This design comes from an exercise in tuning for small area, a short achievable clock period and few clock cycles on the open sky130 flow, not from production work. Only simulation tests tie the RTL to the original design; equivalence was not proved. Power is estimated from default activity; no workload was simulated.

## run 1
## rtl433_demod
module rtl433_demod (
    input  wire        clk,
    input  wire        rst,
    input  wire        cmd_valid,
    output wire        cmd_ready,
    input  wire [31:0] cmd_word,
    input  wire [31:0] cmd_arg0,
    input  wire [31:0] cmd_arg1,
    input  wire [31:0] cmd_arg2,
    input  wire        pair_valid,
    output wire        pair_ready,
    input  wire [31:0] pair_pulse,
    input  wire [31:0] pair_gap,
    input  wire [2:0]  cfg_mode,
    input  wire [31:0] cfg_short_w,
    input  wire [31:0] cfg_long_w,
    input  wire [31:0] cfg_gap_limit,
    input  wire [31:0] cfg_reset_limit,
    input  wire [31:0] cfg_sync_w,
    input  wire [31:0] cfg_tol,
    output reg         rsp_valid,
    output reg  [31:0] rsp_result,
    output reg  [2:0]  rsp_code
);
Size in the first run: ~12000 cells after synthesis, ~1200 flip-flops, about 430 I/O pins.
Settings: LEC_CHECK=0, CAP_MARGIN=35, CORE_MARGIN=2, CORE_UTILIZATION=40, PLACE_DENSITY=0.5, SLEW_MARGIN=35; clock period 16.0 ns.
standard.sh (not shown) runs the stock make flow with config.mk's settings and CLKGATE_MAP_FILE= SYNTH_SCRIPT=/design/flow/synth_recipe.tcl, a recipe that flattens the netlist after the stock synthesis.
==> flow/flow/run.sh <==
#!/bin/bash
set -e
export SETUP_SLACK_MARGIN=9.5
bash standard.sh > standard.log 2>&1
Run 1: flow completed, timing, DRC and antenna clean
Testbench counts of run 1, summed over its fixed seeds: cycles 37,611.
The inputs of run 2 differ from those of run 1 as listed below.
==> flow/run.sh (new file) <==
#!/bin/bash
# synth_recipe.tcl (not shown) runs the flow's synth.tcl, then flattens the netlist and writes it again
# the make line also repeats each setting of config.mk as NAME=value (left out here)
make -C /OpenROAD-flow-scripts/flow DESIGN_CONFIG=/design/flow/config.mk WORK_HOME=/design/flow/orfs CLKGATE_MAP_FILE= SYNTH_SCRIPT=/design/flow/synth_recipe.tcl finish
removed: flow/flow/run.sh
removed: flow/standard.sh
[summary]
From run 1 to run 2 the numbers moved as follows: power per unit of standard cell area went up; clock distribution area overhead in the final layout comparable; flip-flop and latch share of the layout cell area shows an increase of 0.53 points; remaining routing DRC violations barely changed.
NOTE: portion of the clock cycle consumed by the worst path in the final layout in run 2 exceeds that of run 1
Going from run 1 to run 2, the number of fillers in the final layout was found to have gone up by 0.75%.
> inputs changed (run 2 -> run 3)
Settings: CORE_UTILIZATION now 45, was 40; PLACE_DENSITY now 0.6, was 0.5.
==> flow/flow/run.sh (new file) <==
#!/bin/bash
set -e
export SETUP_SLACK_MARGIN=9.5
bash standard.sh > standard.log 2>&1
==> flow/standard.sh (new file) <==
#!/bin/bash
# synth_recipe.tcl (not shown) runs the flow's synth.tcl, then flattens the netlist and writes it again
# the make line also repeats each setting of config.mk as NAME=value (left out here)
make -C /OpenROAD-flow-scripts/flow DESIGN_CONFIG=/design/flow/config.mk WORK_HOME=/design/flow/orfs CLKGATE_MAP_FILE= SYNTH_SCRIPT=/design/flow/synth_recipe.tcl "${@:-finish}"
removed: flow/run.sh
## What came out
In run 3 the count of filler cells inserted in the layout turned out 15% lower than in run 2. Between run 3 and run 2, initial standard-cell utilization of the core is higher for run 3, run 2 comes in under that. Compare run 3 and run 2 | inserted tap cell count lower: run 3. Run 3 against run 2: cell count shows a reduction of 385, static leakage shows an increase of 0.79 nW. Run 2 and run 3 ended up with roughly the same clock input transition at the sequential cells of the worst setup and hold paths. Power share of the combinational group for run 3: 1.6 points up relative to run 2. Summary of the comparison: met3 usage in global routing is higher in run 3, relative to run 2. For number of clock buffers in the layout, dividing the value from run 3 by the value from run 2 gives 0.937. In run 3, area added between synthesis and finish is higher than in run 2. When the final numbers for run 3 and run 2 were put side by side, the fraction of area in multi-input gates turned out to be greater in run 3.
--- input diff run 3..run 4 ---
Settings: CTS_BUF_LIST now sky130_fd_sc_hd__clkbuf_8 sky130_fd_sc_hd__clkbuf_4, previously not set; PLACE_DENSITY now 0.5, was 0.6; CORE_UTILIZATION now 40, was 45.
--- outcome ---
Compared run 4 against run 3; register share of total power within noise. | combinational power | run 4 vs run 3 | ≈ equal |. ~same switching power as a share of total power in run 4 and run 3.
What run 5 does differently from run 4 at the input level:
Settings: CTS_BUF_LIST: sky130_fd_sc_hd__clkbuf_8 sky130_fd_sc_hd__clkbuf_4 -> unset; TNS_END_PERCENT: unset -> 10.
## What came out
- Run 4 → run 5: power share of the combinational group down 0.4 points, transition time at the pin with the least slew margin shows a reduction of 0.092 ns, via count has decreased, placed standard-cell area essentially unchanged.
- Delta (run 5 minus run 4): total power increased by 0.97% relative to the old numbers; number of ordinary and repair buffers in the finished layout closely matched the old numbers; post-layout instance area decreased by 740 um2 relative to the old numbers.
- Compared run 5 against run 4; combinational cell power within noise.
- Compared with run 4, run 5 shows a higher global-route usage.
- Run 5 does worse than run 4 on wire length after detailed routing.
- Max antenna diode count across run 5 and run 4: run 4
- Run 4 reports its slowest cell on the critical path as sky130_fd_sc_hd__or3b_4 while run 5 reports sky130_fd_sc_hd__dfxtp_1.

static timing again, ports no longer ideal:
The results above use ideal ports. As a check the final layouts listed here were re-extracted and re-timed, cells and wires unchanged. Step 1 (the two cells are an assumption about what drives the block):
set clk [get_ports {clk}]
set_driving_cell -lib_cell sky130_fd_sc_hd__clkbuf_16 $clk
set_driving_cell -lib_cell sky130_fd_sc_hd__buf_2 [delete_from_list [all_inputs] $clk]
Step 2, shift: input delay + t, output delay - t, t = (earliest + latest rising clock arrival at the registers) / 2. This alone moves slack from input paths to output paths. Slacks: no drivers / after step 1 / after step 2; pairs: no drivers / after step 1.
run | t (ns) | setup WS [ns] | worst setup path at the end
run 1 | 0.950 | 9.386 / 9.386 / 8.678 | input to register
run 2 | 0.947 | 7.748 / 7.748 / 7.501 | input to register
run 3 | 0.930 | 9.280 / 9.280 / 8.675 | input to register
run 4 | 1.144 | 9.267 / 9.267 / 8.521 | input to register
run 5 | 0.946 | 9.300 / 9.300 / 8.496 | input to register
After both steps setup and hold are still met in every run listed. The setup slack of run 5, which loses most, moves by 0.000 ns with the drivers and by -0.804 ns with both steps.
